From an optimization exercise on the open Yosys and OpenROAD flow, aimed at small area, a short achievable clock period and few clock cycles per item; shortcuts taken in it are not production practice.
At most, simulation tests tie the RTL to the original design; equivalence was not proved.
The RTL of runs 1 to 4 was laid out without a check of its function.

==> flow/design.v <==
module csb_crc (
    input  wire        clk,
    input  wire        rst,         
    input  wire        in_valid,
    output wire        in_ready,
    input  wire        in_init,
    input  wire [2:0]  in_nbytes,   
    input  wire [31:0] in_data,
    output wire        idle,
    output wire [31:0] result
);
    localparam [31:0] POLY = 32'hEDB88320;
    reg [31:0] code;       
    reg [3:0]  step;       
    function [31:0] shift2;
        input [31:0] c;
        integer i;
        reg [31:0] t;
        begin
            t = c;
            for (i = 0; i < 2; i = i + 1)
                t = t[0] ? ((t >> 1) ^ POLY) : (t >> 1);
            shift2 = t;
        end
    endfunction
    wire full    = in_valid &  in_nbytes[2];
    wire partial = in_valid & ~in_nbytes[2] & (in_nbytes[1:0] != 2'd0);
    wire [1:0] nm1  = in_nbytes[1:0] - 2'd1;
    wire       last = (step == {nm1, 2'b11});
    wire        init_now = in_valid & in_init & (step == 4'd0);
    wire [31:0] crc      = ~code | {32{init_now}};
    wire [1:0]  pair     = in_data[2*step +: 2];
    wire [31:0] x = crc ^ in_data;
    wire [31:0] f;
    wire m32 = x[2] ^ x[7];
    wire m33 = x[0] ^ x[22];
    wire m34 = x[3] ^ x[6];
    wire m35 = x[1] ^ x[23];
    wire m36 = x[4] ^ m33;
    wire m37 = x[16] ^ x[28];
    wire m38 = x[11] ^ x[25];
    wire m39 = x[24] ^ x[30];
    wire m40 = x[17] ^ x[29];
    wire m41 = x[18] ^ x[26];
    wire m42 = x[5] ^ x[31];
    wire m43 = x[19] ^ x[27];
    wire m44 = x[12] ^ x[13];
    wire m45 = x[15] ^ m42;
    wire m46 = x[8] ^ x[9];
    wire m47 = x[20] ^ m32;
    wire m48 = x[14] ^ m43;
    wire m49 = m39 ^ m40;
    wire m50 = x[23] ^ m37;
    wire m51 = x[21] ^ m32;
    wire m52 = x[10] ^ m35;
    wire m53 = x[4] ^ x[11];
    wire m54 = x[3] ^ x[10];
    wire m55 = x[0] ^ x[21];
    wire m56 = x[27] ^ m38;
    wire m57 = x[5] ^ x[8];
    wire m58 = x[30] ^ m36;
    wire m59 = x[7] ^ x[25];
    wire m60 = x[13] ^ m41;
    wire m61 = x[15] ^ x[24];
    wire m62 = x[28] ^ m41;
    wire m63 = x[26] ^ m52;
    wire m64 = x[2] ^ x[12];
    wire m65 = x[29] ^ x[31];
    wire m66 = x[14] ^ x[18];
    wire m67 = m33 ^ m45;
    wire m68 = x[28] ^ m46;
    wire m69 = x[14] ^ m50;
    wire m70 = x[25] ^ m34;
    wire m71 = x[8] ^ m47;
    wire m72 = x[6] ^ m47;
    wire m73 = x[7] ^ m34;
    wire m74 = x[10] ^ m65;
    wire m75 = x[31] ^ m39;
    wire m76 = x[9] ^ m44;
    wire m77 = m38 ^ m58;
    wire m78 = m53 ^ m72;
    wire m79 = x[20] ^ m69;
    wire m80 = x[4] ^ x[5];
    wire m81 = m48 ^ m58;
    wire m82 = m46 ^ m51;
    wire m83 = x[16] ^ m59;
    wire m84 = m59 ^ m66;
    wire m85 = m36 ^ m71;
    wire m86 = m40 ^ m57;
    wire m87 = x[22] ^ m43;
    wire m88 = x[12] ^ m54;
    wire m89 = x[21] ^ m49;
    wire m90 = m48 ^ m52;
    wire m91 = m50 ^ m61;
    wire m92 = x[13] ^ m53;
    wire m93 = x[3] ^ x[20];
    wire m94 = x[9] ^ m63;
    wire m95 = m55 ^ m68;
    wire m96 = x[1] ^ m60;
    wire m97 = x[24] ^ m86;
    wire m98 = x[5] ^ m36;
    wire m99 = x[15] ^ x[22];
    wire m100 = x[26] ^ m34;
    wire m101 = x[17] ^ m45;
    wire m102 = x[16] ^ m35;
    wire m103 = m100 ^ m102;
    wire m104 = m103 ^ m85;
    wire m105 = x[3] ^ x[17];
    wire m106 = x[24] ^ x[27];
    wire m107 = m80 ^ m35;
    wire m108 = m105 ^ m106;
    wire m109 = m107 ^ m108;
    wire m110 = m82 ^ m109;
    wire m111 = x[2] ^ x[10];
    wire m112 = x[18] ^ x[24];
    wire m113 = m111 ^ m112;
    wire m114 = m68 ^ m70;
    wire m115 = m113 ^ m98;
    wire m116 = m114 ^ m115;
    wire m117 = x[19] ^ x[29];
    wire m118 = m80 ^ m38;
    wire m119 = m117 ^ m73;
    wire m120 = m118 ^ m119;
    wire m121 = m94 ^ m120;
    wire m122 = x[10] ^ x[12];
    wire m123 = x[26] ^ x[27];
    wire m124 = m39 ^ m57;
    wire m125 = m122 ^ m123;
    wire m126 = m124 ^ m125;
    wire m127 = m126 ^ m78;
    wire m128 = m42 ^ m44;
    wire m129 = m73 ^ m56;
    wire m130 = m128 ^ m95;
    wire m131 = m129 ^ m130;
    wire m132 = x[0] ^ x[2];
    wire m133 = x[29] ^ m54;
    wire m134 = m132 ^ m76;
    wire m135 = m133 ^ m134;
    wire m136 = m79 ^ m135;
    wire m137 = x[1] ^ x[14];
    wire m138 = x[15] ^ m54;
    wire m139 = m137 ^ m92;
    wire m140 = m138 ^ m89;
    wire m141 = m139 ^ m140;
    wire m142 = x[16] ^ m64;
    wire m143 = m66 ^ m45;
    wire m144 = m142 ^ m143;
    wire m145 = m77 ^ m144;
    wire m146 = x[19] ^ m44;
    wire m147 = m146 ^ m101;
    wire m148 = m85 ^ m147;
    wire m149 = x[9] ^ x[14];
    wire m150 = m149 ^ m51;
    wire m151 = m60 ^ m98;
    wire m152 = m150 ^ m151;
    wire m153 = m34 ^ m99;
    wire m154 = m57 ^ m153;
    wire m155 = m90 ^ m154;
    wire m156 = x[9] ^ m91;
    wire m157 = m78 ^ m156;
    wire m158 = m55 ^ m83;
    wire m159 = m88 ^ m97;
    wire m160 = m158 ^ m159;
    wire m161 = x[6] ^ x[17];
    wire m162 = m46 ^ m161;
    wire m163 = m162 ^ m96;
    wire m164 = m77 ^ m163;
    wire m165 = x[9] ^ x[12];
    wire m166 = m32 ^ m41;
    wire m167 = m42 ^ m165;
    wire m168 = m166 ^ m167;
    wire m169 = m90 ^ m168;
    wire m170 = x[7] ^ m37;
    wire m171 = m61 ^ m87;
    wire m172 = m92 ^ m170;
    wire m173 = m63 ^ m171;
    wire m174 = m172 ^ m173;
    wire m175 = m64 ^ m56;
    wire m176 = m97 ^ m175;
    wire m177 = m79 ^ m176;
    wire m178 = x[15] ^ m55;
    wire m179 = m70 ^ m76;
    wire m180 = m49 ^ m62;
    wire m181 = m178 ^ m179;
    wire m182 = m180 ^ m181;
    wire m183 = m74 ^ m83;
    wire m184 = m96 ^ m183;
    wire m185 = m81 ^ m184;
    wire m186 = x[11] ^ m37;
    wire m187 = m73 ^ m186;
    wire m188 = m101 ^ m187;
    wire m189 = m81 ^ m188;
    wire m190 = x[3] ^ m64;
    wire m191 = m40 ^ m62;
    wire m192 = m190 ^ m67;
    wire m193 = m191 ^ m192;
    wire m194 = x[29] ^ x[30];
    wire m195 = m194 ^ m87;
    wire m196 = m60 ^ m71;
    wire m197 = m195 ^ m196;
    wire m198 = x[23] ^ x[30];
    wire m199 = x[31] ^ m93;
    wire m200 = m198 ^ m48;
    wire m201 = m199 ^ m95;
    wire m202 = m200 ^ m201;
    wire m203 = m100 ^ m74;
    wire m204 = m82 ^ m91;
    wire m205 = m203 ^ m204;
    wire m206 = x[2] ^ x[6];
    wire m207 = x[20] ^ m206;
    wire m208 = m49 ^ m56;
    wire m209 = m207 ^ m208;
    wire m210 = m94 ^ m209;
    wire m211 = m75 ^ m88;
    wire m212 = m51 ^ m56;
    wire m213 = m62 ^ m211;
    wire m214 = m212 ^ m213;
    wire m215 = x[0] ^ m65;
    wire m216 = m35 ^ m37;
    wire m217 = m38 ^ m43;
    wire m218 = m44 ^ m215;
    wire m219 = m216 ^ m217;
    wire m220 = m72 ^ m218;
    wire m221 = m219 ^ m220;
    wire m222 = x[6] ^ m44;
    wire m223 = m36 ^ m222;
    wire m224 = m69 ^ m89;
    wire m225 = m223 ^ m224;
    wire m226 = x[13] ^ m35;
    wire m227 = m49 ^ m84;
    wire m228 = m226 ^ m67;
    wire m229 = m227 ^ m228;
    wire m230 = x[4] ^ x[19];
    wire m231 = m93 ^ m99;
    wire m232 = m230 ^ m75;
    wire m233 = m84 ^ m231;
    wire m234 = m232 ^ m233;
    wire m235 = x[1] ^ x[19];
    wire m236 = m235 ^ m70;
    wire m237 = m51 ^ m67;
    wire m238 = m236 ^ m237;
    assign f[0] = m104;
    assign f[1] = m110;
    assign f[2] = m116;
    assign f[3] = m121;
    assign f[4] = m127;
    assign f[5] = m131;
    assign f[6] = m136;
    assign f[7] = m141;
    assign f[8] = m145;
    assign f[9] = m148;
    assign f[10] = m152;
    assign f[11] = m155;
    assign f[12] = m157;
    assign f[13] = m160;
    assign f[14] = m164;
    assign f[15] = m169;
    assign f[16] = m174;
    assign f[17] = m177;
    assign f[18] = m182;
    assign f[19] = m185;
    assign f[20] = m189;
    assign f[21] = m193;
    assign f[22] = m197;
    assign f[23] = m202;
    assign f[24] = m205;
    assign f[25] = m210;
    assign f[26] = m214;
    assign f[27] = m221;
    assign f[28] = m225;
    assign f[29] = m229;
    assign f[30] = m234;
    assign f[31] = m238;
    wire [31:0] crc_full = f;
    wire [31:0] crc_part = shift2(crc ^ {30'd0, pair});
    always @(posedge clk) begin
        if (rst) begin
            code <= 32'd0;
            step <= 4'd0;
        end else begin
            if (full)
                code <= ~crc_full;
            else if (partial)
                code <= ~crc_part;
            else
                code <= ~crc;
            step <= (partial && !last) ? step + 4'd1 : 4'd0;
        end
    end
    assign in_ready = ~partial | last;
    assign idle     = (step == 4'd0);
    assign result   = code;
endmodule
==> flow/run.sh <==
#!/bin/bash
# synth_recipe.tcl (not shown) runs the flow's synth.tcl, then flattens the netlist and writes it again
# the make line also repeats each setting of config.mk as NAME=value (left out here)
make -C /OpenROAD-flow-scripts/flow DESIGN_CONFIG=/design/flow/config.mk WORK_HOME=/design/flow/orfs CLKGATE_MAP_FILE= SYNTH_SCRIPT=/design/flow/synth_recipe.tcl finish
==> flow/config.mk <==
export PLATFORM = sky130hd
export DESIGN_NAME = csb_crc
export DESIGN_NICKNAME = csb_crc
export VERILOG_FILES = /design/flow/design.v
export SDC_FILE = /design/flow/constraint.sdc
export NUM_CORES = 4
export LEC_CHECK = 0
export ABC_CLOCK_PERIOD_IN_PS = 1500
export CAP_MARGIN = 20
export CORE_MARGIN = 2
export CORE_UTILIZATION = 40
export SLEW_MARGIN = 20
==> flow/constraint.sdc <==
create_clock -name core_clock -period 5.0 [get_ports {clk}]
set_input_delay 1.0000 -clock core_clock [delete_from_list [all_inputs] [get_ports {clk}]]
set_output_delay 1.0000 -clock core_clock [all_outputs]
set_load 0.01 [all_outputs]
==> results.cfg, run 1 <==
[setup_path]
path_common_cell = clkdlybuf4s50_1
max_stage_delay_ns = 0.53
critical_path_arrival_ns = 3.01
timing.rr.start = step[1]$_SDFF_PP0_
critical_path.max_fanout = 13
r2r-end = code[20]$_SDFF_PP0_
required_ns = 4.00
critPathSlowestCell = clkdlybuf4s50_1
cp_cell_sequence = clkdlybuf4s50_1, inv_1, ha_1, nand2b_1, nor2_1, nand2_1, clkdlybuf4s50_1
r2r_setup_slack_ns = 1.67
critPathCaptureType = primary output
crit_type = in2out
startpoint_type = primary input
r2r_cells = 9

[cts]
htree_levels = 2
ctsResizeCount = 0
clock_insertion_delay_worst_skew_ns = 0.29
path_clk_slew_ns = 0.06
cts-hold-fix-buffers = 0
cts.sinks = 36
cts_buffers = 5
cts_tree = yes
clockRootBuffer = clkbuf_16
clockBufferDepth = 2
post_cts_buffers = 0

[die]
fp.dieArea_mm2 = 0.0182
pin_count = 73
start_util_pct = 41.2
die-height_um = 135
die_x_um = 135
coreArea_mm2 = 0.0166
rows = 47

[sta]
worstMarginPinSlew_ns = 0.881
rsz0062_at_grt = no
setup_viol = 0
finalCritPeriodShare_pct = 80.3
fin_ws_ns = 0.985
setup-tns-final_ns = 0
max_freq_ghz = 0.249
final_hold_viol_count = 0
relSlewSlack_pct = 41.1
min_period_ns = 4.01
finalClockSkew_ns = 0.00701
final_max_slew_viol_count = 0

[yosys]
syn-num-nets = 853
synthTopCellsByCount = xnor2_1 (292), xor2_1 (97), nand2_1 (57), nor2_1 (45), clkbuf_1 (43)
synthTopCellsByArea = xnor2_1 (37%), xor2_1 (12%), dfxtp_1 (11%)
synth_top_area_share_pct = 37.3
synthCells = 811
synthArstFlopShare_pct = 0
synth_edf_count = 0
synthFlopType = dfxtp_1
netlist_area_mm2 = 0.00686
yosys.area.top_type = xnor2_1
synth_most_common_cell = xnor2_1
yosysUniqueCellTypes = 52
synth_warnings = 1
seq_area_frac_synth_pct = 10.5
ys_ff_latch = 36
avgSynthCellArea_um2 = 8.46

[routing]
viasPerCell = 5.35
wl_um = 23500
ant_nets = 0
drt_drc_violations_left = 0
routedWlPerCell_um = 22.4
drtPass1Iterations = 5
dr.first_iter.drc_count = 672
via_count = 5615

[placement]
numPortBuffers = 72
post-place-ws_ns = 0.982
gp_congestion = 1.01
place_hpwl_um = 18600

[flow_run]
cap_viol_max_count = 0

[cells_and_area]
drive_above_1_share_pct = 5.19
areaGrowthSynthToFinish_pct = 13.6
fin_nets = 870
diodes = 0

[global_route]
grt_max_degree = 37
overflow = 0
grt_pass1_vias = 5467
grt_pass1_wl_um = 34700
grt_antenna_before_repair = 0
grtUsageTotal_pct = 25.8

[hold_path]
hold-path-endpoint = step[0]$_SDFF_PP0_
hold_class = reg2reg
holdCritStartpoint = step[0]$_SDFF_PP0_
whs_path_depth = 1

[outcome]
outcome = finished clean
-- per-layer routing --
layer / vias to the layer above / part of all wire, % / track usage [%]
li1: 2631 / - / -
met4: 0 / 2.8 / 8.10
met1: 2604 / 43 / 35.8
met3: 50 / 9.7 / 4.80
met2: 330 / 45 / 40.7
met5: - / 0 / 0
-- placed cells by master (no fill, tap or decap), types with 12 or more instances in the layout --
master and n:
nor2_1 45, dfxtp_1 36, o22ai_1 13, o21ai_1 30
xnor2_1 292, xnor3_1 22, buf_4 15, clkdlybuf4s50_1 72
inv_1 16, mux2i_1 21, a21oi_1 22, xor2_1 97
nand2_1 57, a22oi_1 12
-- worst max path at each step --
stage                 start                   to  slack (ns)
5_1_grt        in_nbytes[0]             in_ready        0.86
3_3_place_gp   in_nbytes[0]             in_ready        1.03
2_1_floorplan    in_data[6]  code[26]$_SDFF_PP0_        1.80
4_1_cts        in_nbytes[0]             in_ready        0.99
3_5_place_dp   in_nbytes[0]             in_ready        0.98
6_report       in_nbytes[0]             in_ready        0.99
-- logic make-up after synthesis --
kind of cell / Yosys count / share of synthesized area (%)
AO/OA/AOI/OAI: 105 / 9.52
AND/OR/NAND/NOR: 120 / 7.24
flip-flops: 36 / 10.5
multiplexers: 27 / 5.04
buffers and inverters: 96 / 6.06
adder cells (fa/ha/maj): 3 / 0.547
XOR/XNOR: 424 / 61.1
-- area by class of cell --
cell class	instances	area (µm²)
multi-input cells	679	5720
clock inverters	1	7.51
inverters	18	67.6
repair buffers	88	853
flip-flops and latches	36	721
clock buffers	7	143
fillers	1663	8850
well taps	220	275
-- per-stage QoR --
stage / hold slack [ns] / area [µm²] / util (%) / std cells
detailed placement: 0.560 / 7640 / 45.9 / 1041
floorplan: 0.542 / 6860 / - / 811
global placement: 0.555 / 7640 / 45.9 / 1041
global route: 0.599 / 7790 / 46.8 / 1049
finish: 0.573 / 7790 / 46.8 / 1049
CTS: 0.575 / 7790 / 46.8 / 1049
-- sequential cells by signal, summed over array words and instances (netlist names) --
name and flops:
code 32, step 4
-- worst max-delay path: cells and delay by family --
| kind | cells | cell delay, ns |
|---|---|---|
| fa+ha+maj | 1 | 0.47 |
| simple gates | 3 | 0.51 |
| buf+inv | 3 | 1.04 |
==> run 2, diff against run 1 <==
--- a/flow/config.mk
+++ b/flow/config.mk
@@ -9,4 +9,5 @@
 export CAP_MARGIN = 20
 export CORE_MARGIN = 2
 export CORE_UTILIZATION = 40
+export SETUP_SLACK_MARGIN = 2.8
 export SLEW_MARGIN = 20
==> run 2 against run 1 <==
Net effect:
- final area increased by 35%
- setup slack better by 1.2 ns
- still clean on timing, DRC and antenna
- die area unchanged
- critical path depth up 1
- register-to-register slack gained 0.63 ns
- count of clock-buffer cells in the layout unchanged
- sequential cell count unchanged
- area after synthesis stayed put
- cell count up 11%
==> results.cfg, run 2 <==
[setup_path]
critPathSlowestCell = xor2_1
critical_path_arrival_ns = 3.00
r2r_setup_slack_ns = 2.30
path_common_cell = xnor2_1
critPathLaunch = in_data[2]
critical_path.max_fanout = 5
critPathCaptureType = register
startpoint_type = primary input
required_ns = 5.18
cp_cell_sequence = buf_4, xor2_1, xnor2_1, xor2_1, xnor2_2, xnor2_1, xnor2_1, a311oi_1
crit_type = in2reg
max_stage_delay_ns = 0.40
timing.rr.start = code[25]$_SDFF_PP0_

[yosys]
synthFlopType = dfxtp_1
netlist_area_mm2 = 0.00686
avgSynthCellArea_um2 = 8.46
synth_compound_area_share_pct = 9.52
synth-simple-area-share_pct = 7.24
yosys.area_share.xor_xnor_pct = 61.1
syn-num-nets = 853
yosysUniqueCellTypes = 52
synthCells = 811
synthMuxAreaShare_pct = 5.04
synthTopCellsByCount = xnor2_1 (292), xor2_1 (97), nand2_1 (57), nor2_1 (45), clkbuf_1 (43)
synth_edf_count = 0
seq_area_frac_synth_pct = 10.5
ys_ff_latch = 36
synth_warnings = 1
synthAdderAreaFrac_pct = 0.547
synth_most_common_cell = xnor2_1
synthArstFlopShare_pct = 0
yosys.area.top_type = xnor2_1
synthTopCellsByArea = xnor2_1 (37%), xor2_1 (12%), dfxtp_1 (11%)
synth_top_family_by_area = XOR/XNOR gates
synth_top_area_share_pct = 37.3

[die]
die-height_um = 135
pin_count = 73
coreArea_mm2 = 0.0166
start_util_pct = 41.2
fp.dieArea_mm2 = 0.0182
die_x_um = 135
rows = 47

[cells_and_area]
layout_common_cells = xnor2_1 (217), buf_4 (93), xor2_1 (69), xnor2_2 (61), nand2_1 (50)
final_common_cell = xnor2_1
areaGrowthSynthToFinish_pct = 53.6
fin_nets = 985
multi_input_area_mm2 = 0.00713
fillers = 1308
largest_register_ffs = 32
final_area_mm2 = 0.0105
seq_area_um2 = 831
drive_above_1_share_pct = 39.8
reg.largest.list = code: 32 flops, step: 4 flops
diodes = 0
top_register = code

[global_route]
grt_max_degree = 31
grt_pass1_wl_um = 40100
overflow = 0
grt_antenna_before_repair = 0
grt_pass1_vias = 6228
grtUsageTotal_pct = 30.0

[sta]
setup-tns-final_ns = 0
final_max_slew_viol_count = 0
max_freq_ghz = 0.354
min_period_ns = 2.83
rsz0062_at_grt = yes
finalCritPeriodShare_pct = 56.5
finalClockSkew_ns = 0.00473
final_hold_viol_count = 0
worstMarginPinSlew_ns = 0.723
whs_ns = 0.618
setup_viol = 0
relSlewSlack_pct = 51.5

[outcome]
outcome = finished clean

[routing]
via_count = 6515
wl_met2_um = 13100
top_layer = met4
route.met3.wl_um = 2590
wl_um = 28400
routedWlPerCell_um = 24.4
m1WireLength_um = 10900
drtPass1Iterations = 6
dr.first_iter.drc_count = 695
drt_drc_violations_left = 0
ant_nets = 0
viasPerCell = 5.60

[cts]
htree_levels = 2
clockBufferDepth = 2
cts_buffers = 5
path_clk_slew_ns = 0.06
clockRootBuffer = clkbuf_16
cts_tree = yes
cts.sinks = 36
clock_insertion_delay_worst_skew_ns = 0.28

[flow_run]
cap_viol_max_count = 0

[placement]
place_hpwl_um = 18600
place_area_mm2 = 0.00779
numPortBuffers = 72
gp_congestion = 0.923

[hold_path]
hold_class = reg2reg
holdCritStartpoint = step[0]$_SDFF_PP0_
run 2: what timing repair did:
item                                    CTS  global route
endpoints found under the setup margin   70            42
cloned                                    6             0
setup buffers                            91            25
gates resized for setup                 467           100
pin swaps                                50            61
endpoints found under the hold margin     0             0
hold buffers                              0             0
run 2: kinds of logic after synthesis:
| kind of cell | after synthesis |
|---|---|
| AO/OA/AOI/OAI | 105 |
| adder cells (fa/ha/maj) | 3 |
| flip-flops | 36 |
| buffers and inverters | 96 |
| AND/OR/NAND/NOR | 120 |
| multiplexers | 27 |
| XOR/XNOR | 424 |
run 2: through the flow:
step | setup slack, ns | cells | util, %
detailed placement | 1.12 | 1034 | 46.8
floorplan | 2.04 | 811 | -
finish | 2.17 | 1163 | 63.3
CTS | 2.13 | 1138 | 58.3
global placement | 1.14 | 1034 | 46.8
global route | 2.12 | 1163 | 63.3
run 2: final cells by class:
class,instances,area share [%]
multi-input cells,684,67.7
repair buffers,198,19.4
flip-flops and latches,36,7.89
well taps,220,2.61
clock buffers,7,1.45
inverters,18,0.903
run 2: worst paths after layout:
path | endpoint | depth (start not counted)
hold / removal | step[0]$_SDFF_PP0_ | 2
setup / recovery | code[9]$_SDFF_PP0_ | 8
setup reg to reg | code[26]$_SDFF_PP0_ | 7
hold reg to reg | step[0]$_SDFF_PP0_ | 2
run 2: worst max-delay path: cells and delay by family:
family	cells	cell delay, ns
xor gates and xnor gates	6	1.53
AOI/OAI and AO/OA	1	0.31
buffers and inverters	1	0.16
run 2: routing by layer:
layer  global-route usage (%)  up-vias
li1                         -     2856
met5                        0        -
met1                     39.1     3128
met2                     46.4      422
met3                     6.76      109
met4                     15.7        0
==> run 3, diff against run 2 <==
--- a/flow/design.v
+++ b/flow/design.v
@@ -11,7 +11,11 @@
 );
     localparam [31:0] POLY = 32'hEDB88320;
     reg [31:0] code;       
-    reg [3:0]  step;       
+    reg [31:0] dat;        
+    reg        pend;       
+    reg        full;       
+    reg        busy;       
+    reg [3:0]  left;       
     function [31:0] shift2;
         input [31:0] c;
         integer i;
@@ -23,14 +27,9 @@
             shift2 = t;
         end
     endfunction
-    wire full    = in_valid &  in_nbytes[2];
-    wire partial = in_valid & ~in_nbytes[2] & (in_nbytes[1:0] != 2'd0);
-    wire [1:0] nm1  = in_nbytes[1:0] - 2'd1;
-    wire       last = (step == {nm1, 2'b11});
-    wire        init_now = in_valid & in_init & (step == 4'd0);
-    wire [31:0] crc      = ~code | {32{init_now}};
-    wire [1:0]  pair     = in_data[2*step +: 2];
-    wire [31:0] x = crc ^ in_data;
+    wire accept = in_valid & ~busy;
+    wire clear  = rst | (accept & in_init);
+    wire [31:0] x = ~code ^ dat;
     wire [31:0] f;
     wire m32 = x[2] ^ x[7];
     wire m33 = x[0] ^ x[22];
@@ -271,23 +270,40 @@
     assign f[29] = m229;
     assign f[30] = m234;
     assign f[31] = m238;
-    wire [31:0] crc_full = f;
-    wire [31:0] crc_part = shift2(crc ^ {30'd0, pair});
+    wire [31:0] s = shift2({~code[31:2], x[1:0]});
     always @(posedge clk) begin
-        if (rst) begin
+        if (clear)
             code <= 32'd0;
-            step <= 4'd0;
+        else if (pend & full)
+            code <= ~f;
+        else if (pend)
+            code <= ~s;
+    end
+    always @(posedge clk) begin
+        if (busy)
+            dat[21:0] <= dat[23:2];
+        else
+            dat[21:0] <= in_data[21:0];
+        dat[31:22] <= in_data[31:22];
+    end
+    always @(posedge clk) begin
+        if (rst) begin
+            pend <= 1'b0;
+            full <= 1'b0;
+            busy <= 1'b0;
+            left <= 4'd0;
+        end else if (accept) begin
+            pend <= (in_nbytes != 3'd0);
+            full <= in_nbytes[2];
+            busy <= ~in_nbytes[2] & (in_nbytes[1:0] != 2'd0);
+            left <= {in_nbytes[1:0], 2'b00};
         end else begin
-            if (full)
-                code <= ~crc_full;
-            else if (partial)
-                code <= ~crc_part;
-            else
-                code <= ~crc;
-            step <= (partial && !last) ? step + 4'd1 : 4'd0;
+            pend <= pend & ~full & (left != 4'd1);
+            busy <= busy & (left != 4'd2);
+            left <= left - {3'd0, left != 4'd0};
         end
     end
-    assign in_ready = ~partial | last;
-    assign idle     = (step == 4'd0);
+    assign in_ready = ~busy;
+    assign idle     = ~pend;
     assign result   = code;
 endmodule
==> flow/config.mk (replaced) <==
export PLATFORM = sky130hd
export DESIGN_NAME = csb_crc
export DESIGN_NICKNAME = csb_crc
export VERILOG_FILES = /design/flow/design.v
export SDC_FILE = /design/flow/constraint.sdc
export NUM_CORES = 4
export LEC_CHECK = 0
export CAP_MARGIN = 20
export CORE_MARGIN = 2
export CORE_UTILIZATION = 40
export SLEW_MARGIN = 20
==> run 3 against run 2 <==
Net effect:
- still clean
- global-route usage is 8.3 points lower
- critical endpoint is now idle
- largest cell class unchanged
- sequential share of layout area grew 14 points
- critical path type is now reg2out
- synthesized cell count is 40% lower
- final area decreased by 39%
- critical path depth shrank 6
- core utilization shrank 13 points
==> results.cfg, run 3 <==
[yosys]
synth_compound_area_share_pct = 8.59
synthFlopType = dfxtp_1
synthCells = 488
ys_ff_latch = 71
synthArstFlopShare_pct = 0
yosys.area.top_type = xnor2_1
synth_top_family_by_area = XOR/XNOR gates
synth-simple-area-share_pct = 3.43
synth_top_area_share_pct = 29.4
yosys.area_share.xor_xnor_pct = 52.9
synth_most_common_cell = xnor2_1
yosysUniqueCellTypes = 35
syn-num-nets = 529
synthTopCellsByCount = xnor2_1 (175), dfxtp_1 (71), xor2_1 (37), xnor2_2 (27), mux2_2 (22)
avgSynthCellArea_um2 = 10.7
synth_warnings = 1
synth_edf_count = 0
netlist_area_mm2 = 0.00521
synthAdderAreaFrac_pct = 0.480
synthMuxAreaShare_pct = 5.71
synthTopCellsByArea = xnor2_1 (29%), dfxtp_1 (27%), xnor2_2 (8.4%)
seq_area_frac_synth_pct = 27.3

[die]
die_x_um = 118
rows = 41
pin_count = 73
die-height_um = 118
start_util_pct = 41.1
coreArea_mm2 = 0.0127
fp.dieArea_mm2 = 0.0140

[placement]
post-place-ws_ns = 2.01
dp_cells = 718
numPortBuffers = 72
place_hpwl_um = 11700
gp_congestion = 0.928

[flow_run]
cap_viol_max_count = 0

[cts]
cts.sinks = 71
cts_tree = yes
cts-hold-fix-buffers = 0
htree_levels = 3
clock_insertion_delay_worst_skew_ns = 0.33
post_cts_buffers = 0
clockBufferDepth = 2
path_clk_slew_ns = 0.05
cts_buffers = 9
ctsResizeCount = 0
clockRootBuffer = clkbuf_16

[cells_and_area]
multi_input_area_mm2 = 0.00371
drive_above_1_share_pct = 13.9
final_common_cell = xnor2_1
layout_common_cells = xnor2_1 (175), clkdlybuf4s50_1 (72), dfxtp_1 (71), xor2_1 (37), xnor2_2 (27)
areaGrowthSynthToFinish_pct = 22.7
seq_area_mm2 = 0.00142
fin_nets = 598
diodes = 0
fillers = 1158
layout.cells.non_filler = 734
reg.largest.list = code: 32 flops, dat: 32 flops, left: 4 flops

[setup_path]
required_ns = 4.00
r2r_setup_slack_ns = 2.19
cpLargestDelayFamily = buffers and inverters
critPathCaptureType = primary output
critPathLaunch = pend$_SDFF_PP0_
critical_path.max_fanout = 25
critical_path_arrival_ns = 2.09
crit_type = reg2out
timing.rr.start = code[10]$_SDFFE_PP0P_
startpoint_type = register
critPathSlowestCell = dfxtp_1
cp_num_buf_inv = 2
cp_cell_sequence = inv_2, clkdlybuf4s50_1
max_stage_delay_ns = 0.77

[sta]
rsz0062_at_grt = no
final_hold_viol_count = 0
finalCritPeriodShare_pct = 61.8
relSlewSlack_pct = 30.1
fin_ws_ns = 1.91
min_period_ns = 3.09
max_freq_ghz = 0.324
setup_viol = 0
setup-tns-final_ns = 0
final_max_slew_viol_count = 0
worstMarginPinSlew_ns = 1.05
whs_ns = 0.519
finalClockSkew_ns = 0.00633

[hold_path]
hold_class = reg2reg
holdCritStartpoint = dat[20]$_DFF_P_

[routing]
drtPass1Iterations = 5
viasPerCell = 5.09
wl_um = 14900
drt_drc_violations_left = 0
via_count = 3737
ant_nets = 0
dr.first_iter.drc_count = 296
routedWlPerCell_um = 20.2

[global_route]
grt_pass1_wl_um = 22800
grt_max_degree = 26
overflow = 0
grt_pass1_vias = 3773
grtUsageTotal_pct = 21.7
grt_antenna_before_repair = 0

[outcome]
outcome = finished clean
-- run 3: cell count changes in the layout (fill, tap and decap cells not counted), sizes merged, moves of 10 or more --
cell,delta
buf,-161
xnor2,-86
clkdlybuf4s50,+63
xor2,-59
nand2,-46
dfxtp,+35
o21ai,-32
nor2,-31
dlygate4sd2,-22
mux2,+22
mux2i,-18
xnor3,-15
inv,-12
a21oi,-10
-- run 3: cell type report --
class | instances | area share, %
Clock buffer | 13 | 3.91
Clock inverter | 3 | 0.665
Inverter | 5 | 0.293
Multi-Input combinational cell | 396 | 58.0
Sequential cell | 71 | 22.2
Tap cell | 172 | 3.37
Timing Repair Buffer | 74 | 11.5
-- run 3: cell families after synthesis --
logic type / count (synthesis)
simple gates: 40
mux: 27
xor+xnor: 258
compound gates: 69
flops: 71
buf+inv: 21
fa+ha+maj: 2
-- run 3: path summary, 6_finish.rpt --
path	end	depth (start not counted)
hold / removal	dat[18]$_DFF_P_	1
setup / recovery	idle	2
hold reg to reg	dat[18]$_DFF_P_	1
setup reg to reg	code[16]$_SDFFE_PP0P_	7
-- run 3: per-stage QoR --
| stage | utilization (%) | cell area [µm²] |
|---|---|---|
| 2_1_floorplan | - | 5210 |
| 3_3_place_gp | 48.1 | 6100 |
| 3_5_place_dp | 48.2 | 6100 |
| 4_1_cts | 50.5 | 6390 |
| 5_1_grt | 50.5 | 6390 |
| 6_report | 50.5 | 6390 |
-- run 3: per-layer routing --
layer  vias to the layer above  GRT usage [%]  wire, µm  part of all wire [%]
met5                         -              0         0                     0
met3                        26           3.72       793                   5.3
met2                       124           34.1      6860                    46
met4                         0           8.58       381                   2.6
li1                       1771              -         -                     -
met1                      1816           29.4      6830                    46
==> run 4, diff against run 3 <==
--- a/flow/config.mk
+++ b/flow/config.mk
@@ -8,4 +8,5 @@
 export CAP_MARGIN = 20
 export CORE_MARGIN = 2
 export CORE_UTILIZATION = 40
+export SETUP_SLACK_MARGIN = 3.0
 export SLEW_MARGIN = 20
==> run 4 against run 3 <==
Net effect:
- still clean
- via count up 19%
- cell count grew 15%
- register-to-register slack improved by 0.64 ns
- setup slack better by 0.92 ns
- final area grew 41%
- largest cell class unchanged
==> results.cfg, run 4 <==
[yosys]
synthArstFlopShare_pct = 0
yosysUniqueCellTypes = 35
synthFlopType = dfxtp_1
synth_top_area_share_pct = 29.4
synth_warnings = 1
synthCells = 488
syn-num-nets = 529
synth_compound_area_share_pct = 8.59
yosys.area.top_type = xnor2_1
synthMuxAreaShare_pct = 5.71
seq_area_frac_synth_pct = 27.3
avgSynthCellArea_um2 = 10.7
yosys.area_share.xor_xnor_pct = 52.9
synth_most_common_cell = xnor2_1
synthTopCellsByCount = xnor2_1 (175), dfxtp_1 (71), xor2_1 (37), xnor2_2 (27), mux2_2 (22)
ys_ff_latch = 71
synthAdderAreaFrac_pct = 0.480
synthTopCellsByArea = xnor2_1 (29%), dfxtp_1 (27%), xnor2_2 (8.4%)
synth_top_family_by_area = XOR/XNOR gates
synth_edf_count = 0
netlist_area_mm2 = 0.00521
synth-simple-area-share_pct = 3.43

[cells_and_area]
diodes = 0
areaGrowthSynthToFinish_pct = 72.6
reg.largest.list = code: 32 flops, dat: 32 flops, left: 4 flops
multi_input_area_mm2 = 0.00516
layout_common_cells = xnor2_1 (94), buf_4 (82), xnor2_4 (58), xnor2_2 (57), clkdlybuf4s50_1 (35)
fillers = 851
layout.cells.non_filler = 847
final_common_cell = xnor2_1
seq_area_mm2 = 0.00157
final_area_mm2 = 0.00900
fin_nets = 711
drive_above_1_share_pct = 55.7

[routing]
routedWlPerCell_um = 22.4
via_count = 4431
ant_nets = 0
wl_um = 19000
dr.first_iter.drc_count = 362
viasPerCell = 5.23
drt_drc_violations_left = 0
drtPass1Iterations = 5

[die]
rows = 41
die_x_um = 118
coreArea_mm2 = 0.0127
pin_count = 73
fp.dieArea_mm2 = 0.0140
die-height_um = 118
start_util_pct = 41.1

[cts]
cts_buffers = 9
clockBufferDepth = 2
htree_levels = 3
path_clk_slew_ns = 0.06
clock_insertion_delay_worst_skew_ns = 0.34
clockRootBuffer = clkbuf_16
cts.sinks = 71
cts_tree = yes

[placement]
dp_cells = 718
gp_congestion = 0.926
post-place-ws_ns = 2.06
place_hpwl_um = 11900
numPortBuffers = 72
place_area_mm2 = 0.00630

[sta]
finalCritPeriodShare_pct = 43.3
final_hold_viol_count = 0
setup_viol = 0
finalClockSkew_ns = 0.00521
setup-tns-final_ns = 0
final_max_slew_viol_count = 0
worstMarginPinSlew_ns = 0.634
relSlewSlack_pct = 57.5
fin_ws_ns = 2.83
min_period_ns = 2.17
max_freq_ghz = 0.462
rsz0062_at_grt = yes

[setup_path]
critical_path.max_fanout = 4
crit_type = reg2reg
cp_cell_sequence = xor2_4, xnor2_4, buf_12, xnor2_4, buf_4, xnor2_2, xnor2_2, a211oi_2, a31o_1
max_stage_delay_ns = 0.40
critPathCaptureType = register
critical_path_arrival_ns = 2.39
critPathSlowestCell = dfxtp_4
required_ns = 5.22
startpoint_type = register

[global_route]
grt_antenna_before_repair = 0
overflow = 0
grt_pass1_wl_um = 26200
grtUsageTotal_pct = 25.3
grt_pass1_vias = 4276
grt_max_degree = 25

[hold_path]
hold_class = reg2reg

[flow_run]
cap_viol_max_count = 0

[outcome]
outcome = finished clean
[run 4: cell types whose count changed in the layout (fill, tap and decap cells not counted), moves of 16 or more]
cell,change
xnor2_2,+30
dfxtp_1,-48
xnor2_1,-81
buf_12,+16
buf_4,+80
xnor2_4,+51
dfxtp_4,+34
clkdlybuf4s50_1,-37
clkbuf_2,+19
[run 4: layout make-up]
class / count / area share, %
well taps: 172 / 2.39
repair inverters: 1 / 0.0974
repair buffers: 183 / 18.8
clock inverters: 5 / 0.904
flip-flops and latches: 71 / 17.4
clock buffers: 11 / 2.70
multi-input cells: 399 / 57.4
inverters: 5 / 0.348
[run 4: path summary, 6_finish.rpt]
path / slack (ns) / from / endpoint / cells past startpoint
max: 2.83 / code[23]$_SDFFE_PP0P_ / code[1]$_SDFFE_PP0P_ / 9
min: 0.52 / code[6]$_SDFFE_PP0P_ / code[6]$_SDFFE_PP0P_ / 2
max reg2reg: 2.83 / code[23]$_SDFFE_PP0P_ / code[1]$_SDFFE_PP0P_ / 9
min reg2reg: 0.52 / code[6]$_SDFFE_PP0P_ / code[6]$_SDFFE_PP0P_ / 2
[run 4: repair_timing]
item	in CTS	in global routing
pin swaps	67	73
resized for setup	239	107
hold buffers	0	0
buffers inserted	64	45
endpoints found under the hold margin	0	0
cloned	1	3
endpoints found under the setup margin	67	59
[run 4: metal layers]
metal / track usage (%) / up-vias / routed length, µm
li1: - / 2007 / -
met1: 32.2 / 2140 / 7580
met2: 41.9 / 227 / 9390
met3: 6.08 / 57 / 1240
met4: 9.19 / 0 / 745
met5: 0 / - / 0
[run 4: cells by family after synthesis]
kind of cell	after synthesis
xor gates and xnor gates	258
muxes	27
buffers and inverters	21
and+or+nand+nor	40
DFF	71
adders and majority gates	2
AOI/OAI and AO/OA	69
[run 4: through the flow]
stage          utilization, %  hold WS, ns
4_1_cts                  64.6        0.505
3_3_place_gp             49.6        0.494
5_1_grt                  71.0        0.548
6_report                 71.0        0.520
2_1_floorplan               -        0.478
3_5_place_dp             49.7        0.490
[run 4: critical path: cells and delay by family, from the launching register on]
| family | cells | cell delay (ns) |
|---|---|---|
| XOR/XNOR | 5 | 1.00 |
| flip-flops | 1 | 0.40 |
| buffers and inverters | 2 | 0.34 |
| AO/OA/AOI/OAI | 2 | 0.32 |
==> run 5, diff against run 4 <==
--- a/flow/design.v
+++ b/flow/design.v
@@ -16,6 +16,8 @@
     reg        full;       
     reg        busy;       
     reg [3:0]  left;       
+    reg        idle_q;     
+    reg        ready_q;    
     function [31:0] shift2;
         input [31:0] c;
         integer i;
@@ -286,24 +288,33 @@
             dat[21:0] <= in_data[21:0];
         dat[31:22] <= in_data[31:22];
     end
-    always @(posedge clk) begin
+    reg       pend_n, busy_n;
+    reg [3:0] left_n;
+    always @(*) begin
         if (rst) begin
-            pend <= 1'b0;
-            full <= 1'b0;
-            busy <= 1'b0;
-            left <= 4'd0;
+            pend_n = 1'b0;
+            busy_n = 1'b0;
+            left_n = 4'd0;
         end else if (accept) begin
-            pend <= (in_nbytes != 3'd0);
-            full <= in_nbytes[2];
-            busy <= ~in_nbytes[2] & (in_nbytes[1:0] != 2'd0);
-            left <= {in_nbytes[1:0], 2'b00};
+            pend_n = (in_nbytes != 3'd0);
+            busy_n = ~in_nbytes[2] & (in_nbytes[1:0] != 2'd0);
+            left_n = {in_nbytes[1:0], 2'b00};
         end else begin
-            pend <= pend & ~full & (left != 4'd1);
-            busy <= busy & (left != 4'd2);
-            left <= left - {3'd0, left != 4'd0};
+            pend_n = pend & ~full & (left != 4'd1);
+            busy_n = busy & (left != 4'd2);
+            left_n = left - {3'd0, left != 4'd0};
         end
     end
-    assign in_ready = ~busy;
-    assign idle     = ~pend;
+    always @(posedge clk) begin
+        pend    <= pend_n;
+        idle_q  <= ~pend_n;
+        busy    <= busy_n;
+        ready_q <= ~busy_n;
+        left    <= left_n;
+        if (accept)
+            full <= in_nbytes[2];
+    end
+    assign in_ready = ready_q;
+    assign idle     = idle_q;
     assign result   = code;
 endmodule
--- a/flow/config.mk
+++ b/flow/config.mk
@@ -8,5 +8,4 @@
 export CAP_MARGIN = 20
 export CORE_MARGIN = 2
 export CORE_UTILIZATION = 40
-export SETUP_SLACK_MARGIN = 3.0
 export SLEW_MARGIN = 20
==> run 5 against run 4 <==
Net effect:
- cell count down 13%
- count of clock-buffer cells in the layout down 2
- final area down 27%
- sequential share of layout area up 5.0 points
- die area up 2.4%
- non-clock buffer count down 104
- synthesized cell count down 0.41%
- global-route usage down 3.6 points
- fmax down 26%
- largest cell class unchanged
- highest routed layer unchanged
==> results.cfg, run 5 <==
[cells_and_area]
diodes = 0
layout_common_cells = xnor2_1 (141), dfxtp_1 (72), clkdlybuf4s50_1 (72), xnor3_1 (35), xor2_1 (34)
reg.largest.list = code: 32 flops, dat: 32 flops, left: 4 flops
fillers = 1253
utilization_pct = 49.9
areaGrowthSynthToFinish_pct = 22.7
final_common_cell = xnor2_1
drive_above_1_share_pct = 12.1
fin_nets = 600

[sta]
rsz0062_at_grt = no
final_hold_viol_count = 0
finalCritPeriodShare_pct = 58.4
relSlewSlack_pct = 31.2
final_max_slew_viol_count = 0
setup_viol = 0
finalClockSkew_ns = 0.00789
min_period_ns = 2.92
worstMarginPinSlew_ns = 1.03
max_freq_ghz = 0.342
setup-tns-final_ns = 0

[yosys]
syn-num-nets = 527
avgSynthCellArea_um2 = 11.0
synthTopCellsByArea = dfxtp_1 (27%), xnor2_1 (23%), xnor3_1 (15%)
synthFlopType = dfxtp_1
synth_edf_count = 1
ys_ff_latch = 73
yosys.area.top_type = dfxtp_1
yosysUniqueCellTypes = 41
synthArstFlopShare_pct = 0
synth_top_area_share_pct = 27.0
synthTopCellsByCount = xnor2_1 (142), dfxtp_1 (72), xnor3_1 (35), xor2_1 (34), mux2_2 (22)
synth_most_common_cell = xnor2_1
netlist_area_mm2 = 0.00534
seq_area_frac_synth_pct = 27.5
synth_warnings = 1
synthCells = 486

[global_route]
grtUsageTotal_pct = 21.8
grt_pass1_vias = 3838
grt_pass1_wl_um = 22800
overflow = 0
grt_max_degree = 46
grt_antenna_before_repair = 0

[setup_path]
cp_cell_sequence = xor2_1, xnor3_1, xnor3_1, xnor2_1, xnor2_1, o22ai_1
crit_type = reg2reg
critical_path.max_fanout = 5
max_stage_delay_ns = 0.73
critPathCaptureType = register
critical_path_arrival_ns = 3.12
r2r_cells = 6
r2r-end = code[24]$_SDFFE_PP0P_
required_ns = 5.20
timing.rr.start = code[21]$_SDFFE_PP0P_
critPathSlowestCell = xnor3_1
startpoint_type = register
r2r_setup_slack_ns = 2.08

[cts]
ctsResizeCount = 0
cts_buffers = 9
cts_tree = yes
cts-hold-fix-buffers = 0
clockRootBuffer = clkbuf_16
post_cts_buffers = 0
clock_insertion_delay_worst_skew_ns = 0.34
path_clk_slew_ns = 0.06
htree_levels = 3
clockBufferDepth = 2
cts.sinks = 73

[hold_path]
hold_class = reg2reg
holdCritStartpoint = dat[19]$_DFF_P_
whs_path_depth = 1
hold-path-endpoint = dat[17]$_DFF_P_

[routing]
dr.first_iter.drc_count = 303
wl_um = 15100
drtPass1Iterations = 6
routedWlPerCell_um = 20.4
ant_nets = 0
drt_drc_violations_left = 0
via_count = 3772
viasPerCell = 5.10

[die]
rows = 42
pin_count = 73
coreArea_mm2 = 0.0131
die-height_um = 120
fp.dieArea_mm2 = 0.0143
start_util_pct = 40.7
die_x_um = 120

[outcome]
outcome = finished clean

[placement]
gp_congestion = 0.958
numPortBuffers = 72
place_hpwl_um = 11800

[flow_run]
cap_viol_max_count = 0
run 5: changes by cell type after synthesis, sizes merged, moves of 3 or more:
| cell | previous run | this run |
|---|---|---|
| xnor2 | 209 | 156 |
| clkbuf | 12 | 15 |
| xnor3 | 7 | 37 |
| o21ai | 8 | 14 |
| nand2b | 0 | 3 |
| a21oi | 12 | 20 |
| nor2 | 16 | 11 |
| inv | 4 | 8 |
| nand2 | 12 | 8 |
| nor2b | 6 | 21 |
| o22ai | 20 | 16 |
| a222oi | 3 | 0 |
| a22oi | 12 | 0 |
| xor2 | 41 | 36 |
run 5: worst max path at each step:
stage                           from                     to  slack [ns]
4_1_cts                 busy$_DFF_P_  code[18]$_SDFFE_PP0P_        2.05
3_5_place_dp                in_valid  code[18]$_SDFFE_PP0P_        1.84
5_1_grt                 busy$_DFF_P_  code[18]$_SDFFE_PP0P_        1.77
3_3_place_gp                in_valid  code[18]$_SDFFE_PP0P_        1.88
2_1_floorplan  code[13]$_SDFFE_PP0P_  code[14]$_SDFFE_PP0P_        2.77
6_report       code[21]$_SDFFE_PP0P_  code[24]$_SDFFE_PP0P_        2.08
run 5: kinds of logic after synthesis:
family                     share of synthesized area, %
AOI/OAI and AO/OA                                  8.15
xor gates and xnor gates                           50.5
adders and majority gates                         0.468
buffers and inverters                              1.78
DFF                                                27.5
muxes                                              5.95
and+or+nand+nor                                    5.58
run 5: routing by layer:
| layer | share of wire, % | GRT usage, % | vias to the layer above |
|---|---|---|---|
| met1 | 44 | 28.6 | 1777 |
| met2 | 45 | 34.2 | 159 |
| met3 | 7.5 | 5.66 | 32 |
| li1 | - | - | 1804 |
| met5 | 0 | 0 | - |
| met4 | 3.2 | 8.68 | 0 |
run 5: critical path: cells and delay by family (launching register included):
kind / cells / cell delay (ns)
AO/OA/AOI/OAI: 1 / 0.13
XOR/XNOR: 5 / 2.17
flip-flops: 1 / 0.48
run 5: cell type report:
type	instances	area, µm²	area share (%)
Clock buffer	9	225	3.44
Clock inverter	7	46.3	0.707
Inverter	8	30.0	0.458
Multi-Input combinational cell	388	3780	57.8
Sequential cell	73	1470	22.5
Tap cell	176	220	3.36
Timing Repair Buffer	79	773	11.8
run 5: metrics by stage:
step | area, µm² | setup slack (ns) | hold WS (ns) | instances
finish | 6550 | 2.08 | 0.504 | 740
global route | 6550 | 1.77 | 0.526 | 740
CTS | 6550 | 2.05 | 0.508 | 740
detailed placement | 6280 | 1.84 | 0.495 | 724
global placement | 6270 | 1.88 | 0.484 | 724
floorplan | 5340 | 2.77 | 0.477 | 486
Testbench counts of run 5, summed over its fixed seeds: cycles 24,576, bytes 97,536.
==> run 6, diff against run 5 <==
==> flow/flow/run.sh (new file) <==
#!/bin/bash
# Standard layout, with plain buf_1 cells as the port buffers.
export BUFFER_PORTS_ARGS="-buffer_cell sky130_fd_sc_hd__buf_1"
bash standard.sh > standard.log 2>&1
==> flow/standard.sh (new file) <==
#!/bin/bash
# synth_recipe.tcl (not shown) runs the flow's synth.tcl, then flattens the netlist and writes it again
# the make line also repeats each setting of config.mk as NAME=value (left out here)
make -C /OpenROAD-flow-scripts/flow DESIGN_CONFIG=/design/flow/config.mk WORK_HOME=/design/flow/orfs CLKGATE_MAP_FILE= SYNTH_SCRIPT=/design/flow/synth_recipe.tcl "${@:-finish}"
removed: flow/run.sh
==> run 6 against run 5 <==
Net effect:
- non-clock buffer count fell by 2
- sequential share of layout area up 1.7 points
- critical path depth did not move
- routed wire length fell by 2.5%
- core utilization decreased by 3.6 points
- clock skew increased by 0.00052 ns
- synthesized cell count unchanged
- critical endpoint is now code[16]$_SDFFE_PP0P_
- largest cell class unchanged
==> results.cfg, run 6 <==
[global_route]
overflow = 0
grtUsageTotal_pct = 21.1
grt_max_degree = 46
grt_antenna_before_repair = 0
grt_pass1_wl_um = 22400
grt_pass1_vias = 3791

[cts]
htree_levels = 3
cts_buffers = 9
clockRootBuffer = clkbuf_16
clock_insertion_delay_worst_skew_ns = 0.34
path_clk_slew_ns = 0.06
cts.sinks = 73
ctsResizeCount = 0
clockBufferDepth = 2
cts-hold-fix-buffers = 0
post_cts_buffers = 0
cts_tree = yes

[routing]
route.met3.wl_um = 827
via_count = 3789
ant_nets = 0
top_layer = met4
wl_um = 14700
viasPerCell = 5.13
dr.first_iter.drc_count = 278
wl_met2_um = 7070
m1WireLength_um = 6530
drtPass1Iterations = 5
routedWlPerCell_um = 20.0
drt_drc_violations_left = 0

[die]
pin_count = 73
rows = 42
die_x_um = 120
die-height_um = 120
fp.dieArea_mm2 = 0.0143
start_util_pct = 40.7
coreArea_mm2 = 0.0131

[placement]
place_area_mm2 = 0.00581
place_hpwl_um = 11500
numPortBuffers = 72
gp_congestion = 0.939

[hold_path]
hold_class = reg2reg

[sta]
final_hold_viol_count = 0
setup-tns-final_ns = 0
relSlewSlack_pct = 26.2
max_freq_ghz = 0.335
finalClockSkew_ns = 0.00842
whs_ns = 0.501
worstMarginPinSlew_ns = 1.10
setup_viol = 0
final_max_slew_viol_count = 0
min_period_ns = 2.99
finalCritPeriodShare_pct = 59.7
rsz0062_at_grt = no

[yosys]
synthTopCellsByArea = dfxtp_1 (27%), xnor2_1 (23%), xnor3_1 (15%)
synth_most_common_cell = xnor2_1
seq_area_frac_synth_pct = 27.5
synthFlopType = dfxtp_1
synth_edf_count = 1
yosysUniqueCellTypes = 41
synthCells = 486
syn-num-nets = 527
synth_warnings = 1
netlist_area_mm2 = 0.00534
synth_top_area_share_pct = 27.0
yosys.area.top_type = dfxtp_1
synthArstFlopShare_pct = 0
synthTopCellsByCount = xnor2_1 (142), dfxtp_1 (72), xnor3_1 (35), xor2_1 (34), mux2_2 (22)
avgSynthCellArea_um2 = 11.0
ys_ff_latch = 73

[cells_and_area]
fin_nets = 598
utilization_pct = 46.3
drive_above_1_share_pct = 11.4
diodes = 0
reg.largest.list = code: 32 flops, dat: 32 flops, left: 4 flops
final_common_cell = xnor2_1
final_area_mm2 = 0.00608
areaGrowthSynthToFinish_pct = 13.8
layout_common_cells = xnor2_1 (142), dfxtp_1 (72), buf_1 (72), xnor3_1 (35), xor2_1 (34)

[setup_path]
critical_path_arrival_ns = 3.22
required_ns = 5.23
r2r_setup_slack_ns = 2.01
critPathCaptureType = register
critical_path.max_fanout = 24
startpoint_type = register
crit_type = reg2reg

[outcome]
outcome = finished clean

[flow_run]
cap_viol_max_count = 0
[run 6: cell families (layout without fill, tap and decap cells)]
kind of cell,after synthesis,after routing,share of synthesized area [%]
adder cells (fa/ha/maj),2,2,0.468
multiplexers,29,29,5.95
AO/OA/AOI/OAI,71,71,8.15
buffers and inverters,25,101,1.78
AND/OR/NAND/NOR,55,55,5.58
XOR/XNOR,231,231,50.5
flip-flops,73,73,27.5
[run 6: through the flow]
| stage | std cells | worst slack [ns] |
|---|---|---|
| 6_report | 738 | 2.01 |
| 5_1_grt | 738 | 1.64 |
| 4_1_cts | 738 | 1.97 |
| 3_5_place_dp | 722 | 1.99 |
| 3_3_place_gp | 722 | 2.13 |
| 2_1_floorplan | 486 | 2.77 |
[run 6: worst max-delay path: stages, from the launching register on]
cell and delay (ns):
dfxtp_1 0.99, nand2b_1 0.31, inv_1 0.15, a21oi_1 0.18
buf_4 0.22, nand3_1 0.64, o22ai_1 0.39
[run 6: path summary, 6_finish.rpt]
kind | start | endpoint | depth (start not counted)
worst max-delay path | busy$_DFF_P_ | code[16]$_SDFFE_PP0P_ | 6
worst min-delay path | dat[13]$_DFF_P_ | dat[11]$_DFF_P_ | 1
worst max register to register | busy$_DFF_P_ | code[16]$_SDFFE_PP0P_ | 6
worst min register to register | dat[13]$_DFF_P_ | dat[11]$_DFF_P_ | 1
[run 6: area by class of cell]
cell class              count  area [µm²]
multi-input cells         388        3780
repair buffers             77         308
flip-flops and latches     73        1470
fillers                  1298        7060
inverters                   8        30.0
clock inverters             6        43.8
clock buffers              10         229
well taps                 176         220
[run 6: per-layer routing]
| layer | up-vias | track usage (%) |
|---|---|---|
| met5 | - | 0 |
| li1 | 1796 | - |
| met1 | 1822 | 28.4 |
| met4 | 0 | 7.43 |
| met2 | 148 | 34.8 |
| met3 | 23 | 2.95 |
==> run 7, diff against run 6 <==
--- a/flow/config.mk
+++ b/flow/config.mk
@@ -8,4 +8,5 @@
 export CAP_MARGIN = 20
 export CORE_MARGIN = 2
 export CORE_UTILIZATION = 40
+export SETUP_SLACK_MARGIN = 2.0
 export SLEW_MARGIN = 20
==> run 7 against run 6 <==
Net effect:
- sequential share of layout area hardly changed
- cell count stayed put
- core utilization hardly changed
- synthesized cell count stayed put
- fmax is 2.6% higher
- final area hardly changed
- worst hold slack hardly changed
- via count is 0.16% lower
- critical path type unchanged
- largest cell class unchanged
==> results.cfg, run 7 <==
[outcome]
outcome = finished clean

[sta]
final_max_slew_viol_count = 0
fin_ws_ns = 2.09
worstMarginPinSlew_ns = 1.10
final_hold_viol_count = 0
rsz0062_at_grt = no
setup-tns-final_ns = 0
max_freq_ghz = 0.344
finalClockSkew_ns = 0.00895
finalCritPeriodShare_pct = 58.2
relSlewSlack_pct = 26.1
setup_viol = 0
min_period_ns = 2.91

[die]
pin_count = 73
start_util_pct = 40.7
die-height_um = 120
coreArea_mm2 = 0.0131
fp.dieArea_mm2 = 0.0143
rows = 42
die_x_um = 120

[global_route]
grt_pass1_wl_um = 22400
overflow = 0
grt_antenna_before_repair = 0
grtUsageTotal_pct = 21.1
grt_max_degree = 46
grt_pass1_vias = 3791

[setup_path]
required_ns = 5.17
cp_cell_sequence = xnor2_2, xnor3_1, xor2_1, xnor2_1, xnor2_1, o22ai_1
path_common_cell = xnor2_1
critPathCaptureType = register
critical_path_arrival_ns = 3.08
cp_num_buf_inv = 0
max_stage_delay_ns = 0.65
crit_type = reg2reg
critPathSlowestCell = xnor2_2
startpoint_type = register
cpLargestDelayFamily = XOR/XNOR gates
critical_path.max_fanout = 7

[yosys]
yosys.area.top_type = dfxtp_1
synthFlopType = dfxtp_1
synth_most_common_cell = xnor2_1
syn-num-nets = 527
avgSynthCellArea_um2 = 11.0
ys_ff_latch = 73
netlist_area_mm2 = 0.00534
synth_warnings = 1
synthTopCellsByArea = dfxtp_1 (27%), xnor2_1 (23%), xnor3_1 (15%)
yosysUniqueCellTypes = 41
synthArstFlopShare_pct = 0
synthCells = 486
synthTopCellsByCount = xnor2_1 (142), dfxtp_1 (72), xnor3_1 (35), xor2_1 (34), mux2_2 (22)
synth_top_area_share_pct = 27.0
seq_area_frac_synth_pct = 27.5
synth_edf_count = 1

[placement]
post-place-ws_ns = 1.99
dp_cells = 722
numPortBuffers = 72
place_hpwl_um = 11500
gp_congestion = 0.939

[cts]
clock_insertion_delay_worst_skew_ns = 0.34
path_clk_slew_ns = 0.06
cts.sinks = 73
cts-hold-fix-buffers = 0
cts_buffers = 9
clockRootBuffer = clkbuf_16
cts_tree = yes
clockBufferDepth = 2
htree_levels = 3
post_cts_buffers = 0
ctsResizeCount = 1

[cells_and_area]
reg.largest.list = code: 32 flops, dat: 32 flops, left: 4 flops
layout.cells.non_filler = 738
fin_nets = 598
final_common_cell = xnor2_1
layout_common_cells = xnor2_1 (142), buf_1 (72), dfxtp_1 (71), xnor3_1 (35), xor2_1 (34)
areaGrowthSynthToFinish_pct = 13.8
diodes = 0
drive_above_1_share_pct = 11.6

[routing]
viasPerCell = 5.13
via_count = 3783
drt_drc_violations_left = 0
wl_um = 14700
ant_nets = 0
routedWlPerCell_um = 20.0
drtPass1Iterations = 6
dr.first_iter.drc_count = 278

[hold_path]
hold_class = reg2reg

[flow_run]
cap_viol_max_count = 0
## run 7: per-stage QoR
stage          hold slack, ns  utilization [%]  cell area [µm²]
4_1_cts                 0.506             46.3             6080
3_3_place_gp            0.495             44.2             5800
6_report                0.501             46.3             6080
5_1_grt                 0.528             46.3             6080
3_5_place_dp            0.496             44.2             5810
2_1_floorplan           0.477                -             5340
## run 7: final cells by class
class / count / area, µm²
clock buffer: 10 / 229
clock inverter: 6 / 43.8
fill: 1297 / 7060
inverter: 8 / 30.0
multi-input combinational: 388 / 3780
sequential: 73 / 1470
tap: 176 / 220
timing repair buffer: 77 / 308
## run 7: cells by family after synthesis
logic type               Yosys count  synth area share, %
flip-flops                        73                 27.5
multiplexers                      29                 5.95
buffers and inverters             25                 1.78
AO/OA/AOI/OAI                     71                 8.15
AND/OR/NAND/NOR                   55                 5.58
XOR/XNOR                         231                 50.5
adder cells (fa/ha/maj)            2                0.468
## run 7: final timing paths
kind	from	endpoint	slack [ns]	cells after the start
setup / recovery	code[1]$_SDFFE_PP0P_	code[16]$_SDFFE_PP0P_	2.09	6
hold reg to reg	dat[13]$_DFF_P_	dat[11]$_DFF_P_	0.50	1
setup reg to reg	code[1]$_SDFFE_PP0P_	code[16]$_SDFFE_PP0P_	2.09	6
hold / removal	dat[13]$_DFF_P_	dat[11]$_DFF_P_	0.50	1
## run 7: routing by layer
layer / GRT usage [%] / wire length, µm / vias up
met1: 28.4 / 6520 / 1818
met4: 7.43 / 314 / 0
li1: - / - / 1796
met3: 2.95 / 828 / 21
met2: 34.8 / 7070 / 148
met5: 0 / 0 / -
==> run 8, diff against run 7 <==
--- a/flow/config.mk
+++ b/flow/config.mk
@@ -8,5 +8,5 @@
 export CAP_MARGIN = 20
 export CORE_MARGIN = 2
 export CORE_UTILIZATION = 40
-export SETUP_SLACK_MARGIN = 2.0
+export SETUP_SLACK_MARGIN = 2.8
 export SLEW_MARGIN = 20
==> run 8 against run 7 <==
Net effect:
- critical path type unchanged
- critical endpoint is now code[2]$_SDFFE_PP0P_
- non-clock buffer count up 70
- sequential share of layout area shrank 4.5 points
- clock skew shrank 0.0046 ns
- area after synthesis is the same
- core utilization up 13 points
- still clean on timing, DRC and antenna
- register-to-register slack better by 0.53 ns
- fmax up 22%
- first-iteration DRC count up 18%
==> results.cfg, run 8 <==
[setup_path]
cp_cell_sequence = xnor2_4, xnor3_2, buf_4, xnor2_2, xnor3_1, mux2i_1, a21oi_1
max_stage_delay_ns = 0.60
timing.rr.start = code[22]$_SDFFE_PP0P_
cp_num_buf_inv = 1
critPathCaptureType = register
crit_type = reg2reg
critPathLaunch = code[22]$_SDFFE_PP0P_
required_ns = 5.19
critical_path.max_fanout = 5
cpLargestDelayFamily = XOR/XNOR gates

[sta]
final_hold_viol_count = 0
final_max_slew_viol_count = 0
setup_viol = 0
fin_ws_ns = 2.62
setup-tns-final_ns = 0
finalCritPeriodShare_pct = 47.6
finalClockSkew_ns = 0.00436
whs_ns = 0.514
rsz0062_at_grt = yes
min_period_ns = 2.38

[yosys]
yosysUniqueCellTypes = 41
yosys.area.top_type = dfxtp_1
netlist_area_mm2 = 0.00534
syn-num-nets = 527
synth_warnings = 1
seq_area_frac_synth_pct = 27.5
synthTopCellsByCount = xnor2_1 (142), dfxtp_1 (72), xnor3_1 (35), xor2_1 (34), mux2_2 (22)
synthFlopType = dfxtp_1
synthCells = 486
avgSynthCellArea_um2 = 11.0

[hold_path]
hold_class = reg2reg

[cells_and_area]
seq_area_mm2 = 0.00153
multi_input_area_mm2 = 0.00474
final_common_cell = xnor2_1
diodes = 0
layout_common_cells = xnor2_1 (93), buf_1 (72), buf_4 (64), dfxtp_1 (39), xnor2_4 (37)
fin_nets = 668
fillers = 1038
areaGrowthSynthToFinish_pct = 45.4

[routing]
dr.first_iter.drc_count = 328
ant_nets = 0
drt_drc_violations_left = 0
drtPass1Iterations = 5
wl_um = 17500
routedWlPerCell_um = 21.7
via_count = 4290

[global_route]
grt_util_met2_pct = 37.2
grt_pass1_wl_um = 24100
grt_busiest_layer = met2
met3_usage_pct = 5.80
grt_max_degree = 46
overflow = 0
met1_usage_pct = 28.9
grt_pass1_vias = 4091

[placement]
gp_congestion = 0.960
numPortBuffers = 72
place_hpwl_um = 11700

[cts]
path_clk_slew_ns = 0.06
clockBufferDepth = 2
htree_levels = 3
cts.sinks = 73

[die]
pin_count = 73
rows = 42
die-height_um = 120

[outcome]
outcome = finished clean
[run 8: cell counts after synthesis]
Identical to the previous run, type by type.
[run 8: cells by family after synthesis]
family | after synthesis | share of synthesized area, %
adders and majority gates | 2 | 0.468
xor gates and xnor gates | 231 | 50.5
and+or+nand+nor | 55 | 5.58
AOI/OAI and AO/OA | 71 | 8.15
muxes | 29 | 5.95
DFF | 73 | 27.5
buffers and inverters | 25 | 1.78
[run 8: worst paths after layout]
| check | endpoint | slack (ns) | cells past startpoint |
|---|---|---|---|
| setup / recovery | code[2]$_SDFFE_PP0P_ | 2.62 | 7 |
| hold / removal | code[0]$_SDFFE_PP0P_ | 0.51 | 1 |
| setup reg to reg | code[2]$_SDFFE_PP0P_ | 2.62 | 7 |
| hold reg to reg | code[0]$_SDFFE_PP0P_ | 0.51 | 1 |
[run 8: per-stage QoR]
step                      area [µm²]  cells
after floorplan                 5350    486
after global placement          5810    722
after detailed placement        5810    722
after CTS                       6930    757
after global routing            7770    808
final                           7770    808
[run 8: final cells by class]
cell class                      count  share of cell area [%]
Inverter                            8                   0.387
Clock buffer                       11                    3.27
Tap cell                          176                    2.84
Multi-Input combinational cell    388                    61.0
Sequential cell                    73                    19.7
Timing Repair Buffer              147                    11.8
Clock inverter                      5                    1.10
[run 8: routing by layer]
layer,part of all wire [%],up-vias
li1,-,1940
met1,38,2086
met2,50,215
met3,7.4,49
met4,3.9,0
met5,0,-
[run 8: what timing repair did]
item | 4_1_cts | 5_1_grt
cloned | 0 | 0
setup endpoints to repair | 32 | 33
buffers inserted | 19 | 51
gates resized for setup | 90 | 71
pin swaps | 26 | 37
hold buffers | 0 | 0

port drivers added, routing unchanged:
In the flow no input, the clock included, has a driving cell. The finished layouts below were timed again as built, in two steps. Step 1, drivers: a clkbuf_16 drives clk and a buf_2 each remaining input, both assumed. Step 2 also shifts input and output timing later by t, the mid clock arrival at the registers, as if the neighbouring blocks saw the same clock. Slacks: ideal ports / drivers / drivers and shift; pairs: ideal ports / drivers.
run	t (ns)	slack for setup (ns)	worst setup path after step 2	worst slew at a driven data input, ns
run 1	0.329	0.985 / 0.964 / 0.964	input to output	0.04
run 2	0.321	2.173 / 2.160 / 1.867	input to register	0.08
run 3	0.367	1.909 / 1.869 / 1.969	input to register	0.04
run 4	0.371	2.834 / 2.834 / 2.744	input to register	0.04
run 5	0.381	2.079 / 2.079 / 1.820	input to register	0.04
run 6	0.383	2.013 / 2.013 / 2.013	register to register	0.04
run 7	0.381	2.089 / 2.089 / 2.067	input to register	0.04
run 8	0.379	2.620 / 2.620 / 2.442	input to register	0.04
After both steps every run listed still meets setup and hold. The setup slack of run 2, which loses most, moves by -0.013 ns with the drivers and by -0.306 ns with both steps.
